What follows belongs to an exercise in optimizing a design on an open flow for a short achievable clock period and few clock cycles per item; a production flow would make more cautious choices.
Only simulation tests tie the RTL to the original design; equivalence was not proved.
Power figures rest on the tool's default switching activity, not on a simulated workload.

--- run.sh ---
#!/bin/bash
# synth_recipe.tcl (not shown) runs the flow's synth.tcl, then flattens the netlist and writes it again
# the make line also repeats each setting of config.mk as NAME=value (left out here)
make -C /OpenROAD-flow-scripts/flow DESIGN_CONFIG=/design/flow/config.mk WORK_HOME=/design/flow/orfs CLKGATE_MAP_FILE= SYNTH_SCRIPT=/design/flow/synth_recipe.tcl finish
--- config.mk ---
export PLATFORM = sky130hd
export DESIGN_NAME = nezoba_core
export DESIGN_NICKNAME = nezoba_core
export VERILOG_FILES = /design/flow/design.v
export SDC_FILE = /design/flow/constraint.sdc
export NUM_CORES = 4
export LEC_CHECK = 0
export CAP_MARGIN = 20
export CORE_MARGIN = 2
export CORE_UTILIZATION = 40
export PLACE_DENSITY = 0.6
export SLEW_MARGIN = 20
--- constraint.sdc ---
create_clock -name core_clock -period 11.0 [get_ports {clk}]
set_input_delay 2.2000 -clock core_clock [delete_from_list [all_inputs] [get_ports {clk}]]
set_output_delay 2.2000 -clock core_clock [all_outputs]
set_load 0.01 [all_outputs]
--- design.v ---
module nezoba_maptab (
    input  wire [3:0] cfg,
    input  wire [3:0] btn,
    input  wire [1:0] slot,    
    output reg  [6:0] word
);
    always @(*) begin
        word = 7'h2B;
        case ({cfg, btn, slot})
            {4'd0, 4'd0,  2'd1}: word = 7'h11;    
            {4'd0, 4'd1,  2'd1}: word = 7'h15;    
            {4'd0, 4'd2,  2'd1}: word = 7'h17;    
            {4'd0, 4'd3,  2'd1}: word = 7'h13;    
            {4'd0, 4'd4,  2'd1}: word = 7'h00;    
            {4'd0, 4'd5,  2'd1}: word = 7'h01;
            {4'd0, 4'd6,  2'd1}: word = 7'h02;
            {4'd0, 4'd7,  2'd1}: word = 7'h03;
            {4'd0, 4'd8,  2'd1}: word = 7'h04;
            {4'd0, 4'd9,  2'd1}: word = 7'h05;
            {4'd0, 4'd10, 2'd1}: word = 7'h06;
            {4'd0, 4'd11, 2'd1}: word = 7'h07;
            {4'd0, 4'd12, 2'd1}: word = 7'h08;
            {4'd0, 4'd13, 2'd1}: word = 7'h09;
            {4'd0, 4'd14, 2'd1}: word = 7'h0A;    
            {4'd1, 4'd8,  2'd1}: word = 7'h40;    
            {4'd1, 4'd9,  2'd1}: word = 7'h01;    
            {4'd1, 4'd9,  2'd2}: word = 7'h02;    
            {4'd1, 4'd9,  2'd3}: word = 7'h43;    
            {4'd2, 4'd0,  2'd1}: word = 7'h13;    
            {4'd2, 4'd1,  2'd1}: word = 7'h13;    
            {4'd2, 4'd2,  2'd1}: word = 7'h13;    
            {4'd2, 4'd3,  2'd1}: word = 7'h17;    
            {4'd2, 4'd4,  2'd1}: word = 7'h12;    
            {4'd2, 4'd5,  2'd1}: word = 7'h16;    
            {4'd2, 4'd6,  2'd1}: word = 7'h11;    
            {4'd2, 4'd6,  2'd2}: word = 7'h11;
            {4'd2, 4'd6,  2'd3}: word = 7'h11;
            {4'd2, 4'd7,  2'd1}: word = 7'h10;    
            {4'd2, 4'd8,  2'd1}: word = 7'h1A;    
            {4'd2, 4'd9,  2'd1}: word = 7'h27;    
            {4'd2, 4'd9,  2'd2}: word = 7'h05;    
            {4'd2, 4'd10, 2'd1}: word = 7'h17;    
            {4'd15, 4'd0, 2'd1}: word = 7'h51;    
            {4'd15, 4'd1, 2'd1}: word = 7'h01;    
            {4'd15, 4'd1, 2'd2}: word = 7'h2C;    
            {4'd15, 4'd1, 2'd3}: word = 7'h02;    
            default: word = 7'h2B;
        endcase
    end
endmodule
module nezoba_debounce #(
    parameter [31:0] DEBOUNCE_TICKS = 32'd5000,
    parameter        PRECOMP        = 0
) (
    input  wire        clk,
    input  wire        rst,
    input  wire        sample,
    input  wire [7:0]  raw,
    input  wire        arm,
    input  wire        settle,
    input  wire [31:0] t,
    output wire [7:0]  acc_cur
);
    reg [7:0]  prev;
    reg [7:0]  acc;
    reg        prom;
    reg        same;
    reg        el_r;
    reg [31:0] ts;
    wire el_now = (t - ts) > DEBOUNCE_TICKS;
    wire eq     = (raw == prev);
    assign acc_cur = prom ? prev : acc;
    always @(posedge clk) begin
        if (arm)
            el_r <= el_now;
        if (settle && !same)
            ts <= t;
        if (rst) begin
            acc  <= 8'hFF;
            prev <= 8'hFF;
            prom <= 1'b0;
            same <= 1'b0;
        end else if (sample) begin
            prev <= raw;
            same <= eq;
            acc  <= acc_cur;
            prom <= PRECOMP ? (eq && el_r) : 1'b0;
        end else if (settle && !PRECOMP) begin
            prom <= same && el_now;
        end
    end
endmodule
module nezoba_core #(
    parameter integer N_BUTTONS          = 15,
    parameter [31:0]  DEBOUNCE_TICKS     = 32'd5000,
    parameter [31:0]  TURBO_PERIOD_TICKS = 32'd13300,
    parameter [31:0]  CFG_DEBOUNCE_TICKS = 32'd5000,
    parameter integer CFG_MAX_READS      = 0,
    parameter [0:0]   TURBO_PHASE_INIT   = 1'b0
) (
    input  wire        clk,
    input  wire        rst,           
    input  wire [31:0] now,
    output reg  [1:0]  exp_op,
    input  wire [7:0]  exp_data,
    input  wire        exp_done,
    output reg  [2:0]  pin_pullup,
    input  wire [2:0]  cfg_pin,
    output reg  [7:0]  evt,
    output reg         evt_valid,
    output wire        halted,
    output wire [1:0]  fault
);
    localparam [1:0] OP_NONE = 2'd0, OP_INIT = 2'd1, OP_READA = 2'd2, OP_READB = 2'd3;
    localparam [2:0] S_INIT = 3'd0, S_CFG = 3'd1, S_WAIT = 3'd2, S_BEGIN = 3'd3,
                     S_RUN  = 3'd4, S_HALT = 3'd5;
    localparam [7:0] EV_BEGIN = 8'h00, EV_RELALL = 8'h20, EV_PRESS = 8'h40,
                     EV_DPAD  = 8'h60, EV_COMMIT = 8'h80, EV_DIAG  = 8'hE3;
    localparam integer NS  = 3 * N_BUTTONS;    
    localparam integer NSA = 24;               
    reg  [2:0]  st;
    reg         halt_r;
    reg  [31:0] now_r;           
    reg         cfg_prev;
    reg         cfg_prev_v;
    reg  [31:0] cfg_t;           
    reg  [3:0]  cfg_index;
    reg         turbo_phase;
    reg  [31:0] turbo_ts;
    reg         relall_pend;     
    reg         a_s1;            
    reg         a_rdy;           
    reg         b_s1;            
    reg         b_done;          
    reg         dpad_done;       
    reg  [NS-1:0] allow;         
    assign halted = halt_r;
    assign fault  = {halt_r, halt_r};
    always @(posedge clk) now_r <= now;
    wire run      = (st == S_RUN);
    wire sample_a = run && exp_op == OP_READA && exp_done;
    wire sample_b = run && exp_op == OP_READB && exp_done;
    wire b_rdy    = b_s1 || b_done;
    wire [7:0] acc_a, acc_b;
    nezoba_debounce #(.DEBOUNCE_TICKS(DEBOUNCE_TICKS), .PRECOMP(0)) u_bank_a (
        .clk(clk), .rst(rst), .sample(sample_a), .raw(exp_data),
        .arm(1'b0), .settle(a_s1), .t(now_r), .acc_cur(acc_a)
    );
    nezoba_debounce #(.DEBOUNCE_TICKS(DEBOUNCE_TICKS), .PRECOMP(1)) u_bank_b (
        .clk(clk), .rst(rst), .sample(sample_b), .raw(exp_data),
        .arm(a_s1), .settle(b_s1), .t(now_r), .acc_cur(acc_b)
    );
    wire [15:0] accepted = {acc_b, acc_a};
    wire [7*NS-1:0] words;
    wire [NS-1:0]   emit, bad, pr;
    wire [4*NS-1:0] pkey;
    wire signed [7:0] sdx [0:NS];
    wire signed [7:0] sdy [0:NS];
    assign sdx[0] = 8'sd0;
    assign sdy[0] = 8'sd0;
    genvar gb, gs;
    generate
        for (gb = 0; gb < N_BUTTONS; gb = gb + 1) begin : g_btn
            for (gs = 1; gs <= 3; gs = gs + 1) begin : g_slot
                localparam integer J = gb*3 + gs-1;
                wire [6:0] w;
                nezoba_maptab u_rom (
                    .cfg(cfg_index), .btn(gb[3:0]), .slot(gs[1:0]), .word(w)
                );
                wire [5:0] k      = w[5:0];
                wire       is_btn = (k < 6'd16);
                wire       is_dp  = (k >= 6'd16) && (k <= 6'd24);
                wire       illeg  = (k >= 6'd44) || (w[6] && !is_btn);
                wire       p      = !accepted[gb];
                assign pr[J]   = p;
                assign emit[J] = p && is_btn && (!w[6] || turbo_phase);
                assign bad[J]  = p && illeg;
                assign pkey[4*J +: 4] = k[3:0];
                reg signed [1:0] dx, dy;
                always @(*) begin
                    case (k)
                        6'd17:   begin dx =  2'sd0; dy =  2'sd1; end    
                        6'd18:   begin dx =  2'sd1; dy =  2'sd1; end    
                        6'd19:   begin dx =  2'sd1; dy =  2'sd0; end    
                        6'd20:   begin dx =  2'sd1; dy = -2'sd1; end    
                        6'd21:   begin dx =  2'sd0; dy = -2'sd1; end    
                        6'd22:   begin dx = -2'sd1; dy = -2'sd1; end    
                        6'd23:   begin dx = -2'sd1; dy =  2'sd0; end    
                        6'd24:   begin dx = -2'sd1; dy =  2'sd1; end    
                        default: begin dx =  2'sd0; dy =  2'sd0; end    
                    endcase
                end
                assign sdx[J+1] = sdx[J] + ((p && is_dp) ? {{6{dx[1]}}, dx} : 8'sd0);
                assign sdy[J+1] = sdy[J] + ((p && is_dp) ? {{6{dy[1]}}, dy} : 8'sd0);
            end
        end
    endgenerate
    wire [NS-1:0] cand;
    wire [NS:0]   cand_below;      
    wire [NS:0]   bad_below;
    assign cand_below[0] = 1'b0;
    assign bad_below[0]  = 1'b0;
    generate
        genvar gj;
        for (gj = 0; gj < NS; gj = gj + 1) begin : g_walk
            wire first = (gj == 0) || (gj == NSA);
            wire cb = first ? 1'b0 : cand_below[gj];
            wire bb = first ? 1'b0 : bad_below[gj];
            assign cand[gj]         = emit[gj] && allow[gj] && !bb;
            assign cand_below[gj+1] = cb || cand[gj];
            assign bad_below[gj+1]  = bb || bad[gj];
        end
    endgenerate
    wire any_a = cand_below[NSA];
    wire any_b = cand_below[NS];
    wire bad_a = bad_below[NSA];
    wire bad_b = bad_below[NS];
    reg [3:0] key_a, key_b;
    integer j;
    always @(*) begin
        key_a = 4'd0;
        for (j = NSA-1; j >= 0; j = j - 1)
            if (cand[j]) key_a = pkey[4*j +: 4];
        key_b = 4'd0;
        for (j = NS-1; j >= NSA; j = j - 1)
            if (cand[j]) key_b = pkey[4*j +: 4];
    end
    wire [NS-1:0] allow_pass_a, allow_pass_b;
    generate
        for (gj = 0; gj < NS; gj = gj + 1) begin : g_allow
            if (gj < NSA) begin : g_a
                assign allow_pass_a[gj] = allow[gj] && (gj != 0) && cand_below[gj];
                assign allow_pass_b[gj] = allow[gj];
            end else begin : g_b
                assign allow_pass_a[gj] = allow[gj];
                assign allow_pass_b[gj] = allow[gj] && (gj != NSA) && cand_below[gj];
            end
        end
    endgenerate
    wire signed [7:0] acc_x = sdx[NS];
    wire signed [7:0] acc_y = sdy[NS];
    wire signed [1:0] cx = (acc_x > 8'sd0) ? 2'sd1 : (acc_x < 8'sd0) ? -2'sd1 : 2'sd0;
    wire signed [1:0] cy = (acc_y > 8'sd0) ? 2'sd1 : (acc_y < 8'sd0) ? -2'sd1 : 2'sd0;
    reg [3:0] dlut;
    always @(*) begin
        case ({cx, cy})
            {2'sd0,  2'sd1}:  dlut = 4'd1;    
            {2'sd1,  2'sd1}:  dlut = 4'd2;    
            {2'sd1,  2'sd0}:  dlut = 4'd3;    
            {2'sd1, -2'sd1}:  dlut = 4'd4;    
            {2'sd0, -2'sd1}:  dlut = 4'd5;    
            {-2'sd1, -2'sd1}: dlut = 4'd6;    
            {-2'sd1, 2'sd0}:  dlut = 4'd7;    
            {-2'sd1, 2'sd1}:  dlut = 4'd8;    
            default:          dlut = 4'd0;    
        endcase
    end
    wire        cfg_r    = ~exp_data[7];             
    wire [31:0] cfg_el   = now_r - cfg_t;
    wire [31:0] turbo_el = now_r - turbo_ts;
    always @(posedge clk) begin
        evt_valid <= 1'b0;
        a_s1      <= 1'b0;
        b_s1      <= 1'b0;
        if (rst) begin
            st          <= S_INIT;
            exp_op      <= OP_INIT;
            pin_pullup  <= 3'b111;
            halt_r      <= 1'b0;
            cfg_prev_v  <= 1'b0;
            turbo_phase <= TURBO_PHASE_INIT;
            relall_pend <= 1'b0;
            a_rdy       <= 1'b0;
            b_done      <= 1'b0;
            dpad_done   <= 1'b0;
            evt         <= 8'd0;
        end else begin
            case (st)
                S_INIT: begin
                    if (exp_done) begin
                        exp_op <= OP_READB;
                        st     <= S_CFG;
                    end
                end
                S_CFG: begin
                    if (exp_done) begin
                        exp_op <= OP_NONE;
                        if (cfg_prev_v && cfg_r == cfg_prev) begin
                            cfg_index <= {~cfg_pin[0], ~cfg_pin[1], ~cfg_pin[2], cfg_r};
                            st        <= S_BEGIN;
                        end else begin
                            cfg_prev   <= cfg_r;
                            cfg_prev_v <= 1'b1;
                            cfg_t      <= now;
                            st         <= S_WAIT;
                        end
                    end
                end
                S_WAIT: begin
                    if (cfg_el >= CFG_DEBOUNCE_TICKS) begin
                        exp_op <= OP_READB;
                        st     <= S_CFG;
                    end
                end
                S_BEGIN: begin
                    evt         <= EV_BEGIN;
                    evt_valid   <= 1'b1;
                    turbo_ts    <= now;
                    exp_op      <= OP_READA;
                    relall_pend <= 1'b1;
                    allow       <= {NS{1'b1}};
                    st          <= S_RUN;
                end
                S_RUN: begin
                    if (exp_op == OP_READA && exp_done) begin
                        exp_op <= OP_READB;
                        a_s1   <= 1'b1;
                    end
                    if (exp_op == OP_READB && exp_done) begin
                        exp_op <= OP_NONE;
                        b_s1   <= 1'b1;
                    end
                    if (a_s1) begin
                        a_rdy <= 1'b1;
                        if (turbo_el >= TURBO_PERIOD_TICKS) begin
                            turbo_phase <= ~turbo_phase;
                            turbo_ts    <= now_r;
                        end
                    end
                    if (b_s1)
                        b_done <= 1'b1;
                    if (relall_pend) begin
                        evt         <= EV_RELALL;
                        evt_valid   <= 1'b1;
                        relall_pend <= 1'b0;
                    end else if (dpad_done) begin
                        evt         <= EV_COMMIT;
                        evt_valid   <= 1'b1;
                        exp_op      <= OP_READA;
                        relall_pend <= 1'b1;
                        a_rdy       <= 1'b0;
                        b_done      <= 1'b0;
                        dpad_done   <= 1'b0;
                        allow       <= {NS{1'b1}};
                    end else if (a_rdy) begin
                        if (any_a) begin
                            evt       <= EV_PRESS | {4'd0, key_a};
                            evt_valid <= 1'b1;
                            allow     <= allow_pass_a;
                        end else if (bad_a || (b_rdy && bad_b && !any_b)) begin
                            if (b_rdy) begin
                                evt       <= EV_DIAG;
                                evt_valid <= 1'b1;
                                halt_r    <= 1'b1;
                                exp_op    <= OP_NONE;
                                st        <= S_HALT;
                            end
                        end else if (b_rdy) begin
                            if (any_b) begin
                                evt       <= EV_PRESS | {4'd0, key_b};
                                evt_valid <= 1'b1;
                                allow     <= allow_pass_b;
                            end else begin
                                evt       <= EV_DPAD | {4'd0, dlut};
                                evt_valid <= 1'b1;
                                dpad_done <= 1'b1;
                            end
                        end
                    end
                end
                default: ;    
            endcase
        end
    end
endmodule
==> run_results.csv <==
group,metric,value,unit
outcome,status,"no timing/DRC/antenna violations",
floorplanning,fp.coreArea,44030,µm²
yosys,synth-compound-area-share,21.17,%
place,place_ws,5554,ps
timing,fin_crit_sh,47.18,%
cts,htree_levels,1,
timing,setup_slack,5810,ps
yosys,synthTopCellsByArea,"edfxtp_1 (25%), dfxtp_1 (10%), ha_1 (9.9%), nand2_1 (5.3%), a21oi_1 (4.7%)",
timing,skew,11.48,ps
yosys,synth_mux_area_share,1.754,%
timing,hold_viol,0,
yosys,synth_edf_count,148,
route,drt_iter0_markers,982,
power,power_density,117.3,nW/µm²
timing,setup_violations,0,
yosys,synth_most_common_cell,"nand2_1",
route,drc_errors,0,
layout,area_growth,11.21,%
route,via_count,14880,
job,cap_violations,0,
critical_path,r2r-start,"cfg_index[0]$_DFFE_PP_",
critical_path,worstPathMaxFanout,8,
yosys,synth_area_leader_cell,"edfxtp_1",
min_path,min-delay-start,"evt[2]$_SDFFE_PP0P_",
power,peakVddDrop,0.09053,mV
power,p_leak,0.008149,µW
route,wirelength,43.90,mm
critical_path,r2r_cells,19,
yosys,netlist_area,17760,µm²
timing,rsz0062_at_grt,"no",
critical_path,cp.arrival,5660,ps
min_path,worstHoldPathCells,2,
grt,track_usage,18.74,%
yosys,synth_xor_area_share,3.995,%
critical_path,rrSetupSlack,5810,ps
yosys,ys.flop_type,"edfxtp_1",
layout,drive_above_1_share,3.937,%
cts,post_cts_buffers,0,
cts,cts_root_buf,"clkbuf_16",
place,portBuffers,58,
timing,setup_tns,0,ps
floorplanning,dieArea,46100,µm²
critical_path,end_kind,"flip-flop",
yosys,yosysTopAreaCellShare,25.03,%
yosys,synth-simple-area-share,19.05,%
cts,cts_resized,0,
yosys,synth_cells,2056,
yosys,syn_area_per_cell,8.637,µm²
grt,grt_pass1_vias,14070,
yosys,synth-seq-cells,237,
min_path,min_to,"evt[2]$_SDFFE_PP0P_",
place,dp_hpwl,34.26,mm
layout,fill_cells,4349,
floorplanning,ios,63,
floorplanning,die_y,214.7,µm
cts,cts_tree,"done",
yosys,synth_fa_ha_area_share,12.57,%
layout,final_util,44.85,%
route,dr.pass1.iters,5,
cts,cts-buffers-inserted,26,
layout,nets,2298,
grt,antenna_found_initial,0,
timing,maxSlewViolCount,0,
yosys,synth_top_family_by_area,"compound AO/OA/AOI/OAI gates",
route,vias_per_cell,5.512,
timing,finalCriticalPeriod,5190,ps
route,post_drt_wl_per_cell,16.26,µm
grt,overflow,0,
layout,diodes,0,
critical_path,critPathRequiredTime,11470,ps
cts,clock-sinks,237,
yosys,ys_seq_area_share,35.06,%
yosys,synth_common_cells,"nand2_1 (253), inv_1 (206), a21oi_1 (167)",
floorplanning,rows,77,
route,antenna_left,0,
yosys,synth-warning-count,4,
timing,worst_pin_slew,992.0,ps
cts,worst_skew_pair.late_latency,540,ps
critical_path,r2r-end,"evt[1]$_SDFFE_PP0P_",
timing,max_slew_margin,33.87,%
min_path,min_path_type,"reg2reg",
grt,grt_max_degree,48,
floorplanning,fp.dieW,214.7,µm
critical_path,critPathLaunchType,"flip-flop",
timing,fmax,192.7,MHz
cts,cts_hold_buffers,0,
grt,grt_pass1_wl,71.84,mm
place,routabilityCongestion,0.8796,
yosys,synthArstFlopShare,0,%
cts,cts_buffer_depth,3,
yosys,synth_cell_types,87,
floorplanning,initial_utilization,40.33,%
cts,clk_pin_slew,60,ps
critical_path,critical_path_class,"reg2reg",
## cell type report
class                           count  area [µm²]  share of cell area [%]
Inverter                          206       773.2                   3.915
Clock inverter                     11       97.59                  0.4942
Tap cell                          592       740.7                   3.751
Multi-Input combinational cell   1549       10490                   53.10
Clock buffer                       37       754.5                   3.820
Sequential cell                   237        6226                   31.53
Timing Repair Buffer               68       670.6                   3.396
## layer usage
metal	vias to the layer above	global-route usage [%]	wire length [µm]
li1	7498	-	-
met4	0	4.167	776
met2	307	29.62	19170
met1	7037	27.77	22220
met5	-	0	0
met3	41	1.656	1730
## through the flow
step / total power, µW / cells / hold WS, ps / area, µm²
4_1_cts: 2332 / 2699 / 465.0 / 19720
2_1_floorplan: 1336 / 2069 / 423.7 / 17810
3_5_place_dp: 1457 / 2651 / 450.4 / 18860
6_report: 2317 / 2700 / 462.9 / 19750
3_3_place_gp: 1450 / 2651 / 443.7 / 18860
5_1_grt: 2427 / 2700 / 476.7 / 19750
## logic make-up after synthesis
| family | after synthesis |
|---|---|
| simple gates | 687 |
| compound gates | 571 |
| buf+inv | 283 |
| flops | 237 |
| fa+ha+maj | 164 |
| xor+xnor | 81 |
| mux | 31 |
| other cells | 2 |
## worst max path at each step
stage	start	end	slack [ps]	cells past startpoint
after floorplan	rst	turbo_ts[0]$_DFFE_PP_	5380	4
after global placement	cfg_index[0]$_DFFE_PP_	evt[0]$_SDFFE_PP0P_	5700	19
after detailed placement	cfg_index[0]$_DFFE_PP_	evt[1]$_SDFFE_PP0P_	5550	19
after CTS	cfg_index[0]$_DFFE_PP_	evt[1]$_SDFFE_PP0P_	5510	19
after global routing	cfg_index[0]$_DFFE_PP_	evt[0]$_SDFFE_PP0P_	5460	19
final	cfg_index[0]$_DFFE_PP_	evt[1]$_SDFFE_PP0P_	5810	19
## worst max-delay path: stages, from the launching register on
cell      delay (ps)
edfxtp_1         500
nor4_2           660
nand2_1          160
fa_1             610
inv_1             80
fa_1             530
inv_1             60
fa_1             530
inv_1             70
ha_1             290
a21o_1           150
a21oi_1          190
nand2b_1         130
nand3b_1          80
mux2i_1          260
nand4b_1         210
o211ai_1         110
a311oi_1         320
a21oi_1           70
nor2_1           110
## power breakdown
group	leakage [µW]	total [µW]	internal, µW	switching (µW)
clock	0.000418	871	504	366
combinational	0.00568	441	180	261
sequential	0.00205	1010	972	34.2
total	0.00815	2320	1660	662
## cells in the final DEF (no fill, tap or decap), types with 16 or more instances in the layout
master	Yosys	routed
nand2_1	253	253
inv_1	206	206
a21oi_1	167	166
edfxtp_1	148	148
ha_1	140	140
nor2_1	129	129
o21ai_0	105	105
dfxtp_1	89	89
clkdlybuf4s50_1	0	57
a21o_1	50	50
nand3_1	49	49
xnor2_1	46	46
xor2_1	35	35
nor3_1	34	34
nand4_1	31	31
mux2i_1	30	30
nand2b_1	29	29
clkbuf_16	0	28
a31oi_1	26	26
fa_1	24	24
nor2b_1	23	21
o211ai_1	20	20
and2_1	18	18
a211oi_1	19	18
and3_1	18	18
o21a_1	18	18
or3_1	17	17
a211o_1	16	16
## state kept, by name, summed over array words and instances (netlist names), 2 cells and up
name and cells:
u_bank_a.ts 32, u_bank_a.prev 8, exp_op 2, evt 7
u_bank_a.acc 8, st 3, allow 14, u_bank_b.ts 32
u_bank_b.prev 8, now_r 32, turbo_ts 32, u_bank_b.acc 7
cfg_index 4, cfg_t 32
Testbench counts, summed over its fixed seeds: cycles 4,169, iterations 480.

[what the ideal ports hide]
No port has a modelled driver above. Below, the same layout with a new extraction and two added sets of constraints.
Step 1 assumes that a clkbuf_16 drives the clock port and a buf_2 every other input.
Step 2 adds t to the input delays and takes it off the output delays; t is the mean of the earliest and latest rising clock arrival at the registers after step 1. Input paths then give back, and output paths get back, about the clock's delay inside the block.
Slacks: ideal ports / drivers / drivers and shift; pairs: ideal ports / drivers.
t, ns: 0.589
setup WS [ns]: 5.810 / 5.810 / 5.810
slew at the worst register clock pin (ns): 0.07 / 0.07
After both steps setup and hold are still met in this run. For this run, drivers alone change the setup slack by 0.000 ns; drivers and shift together by 0.000 ns.
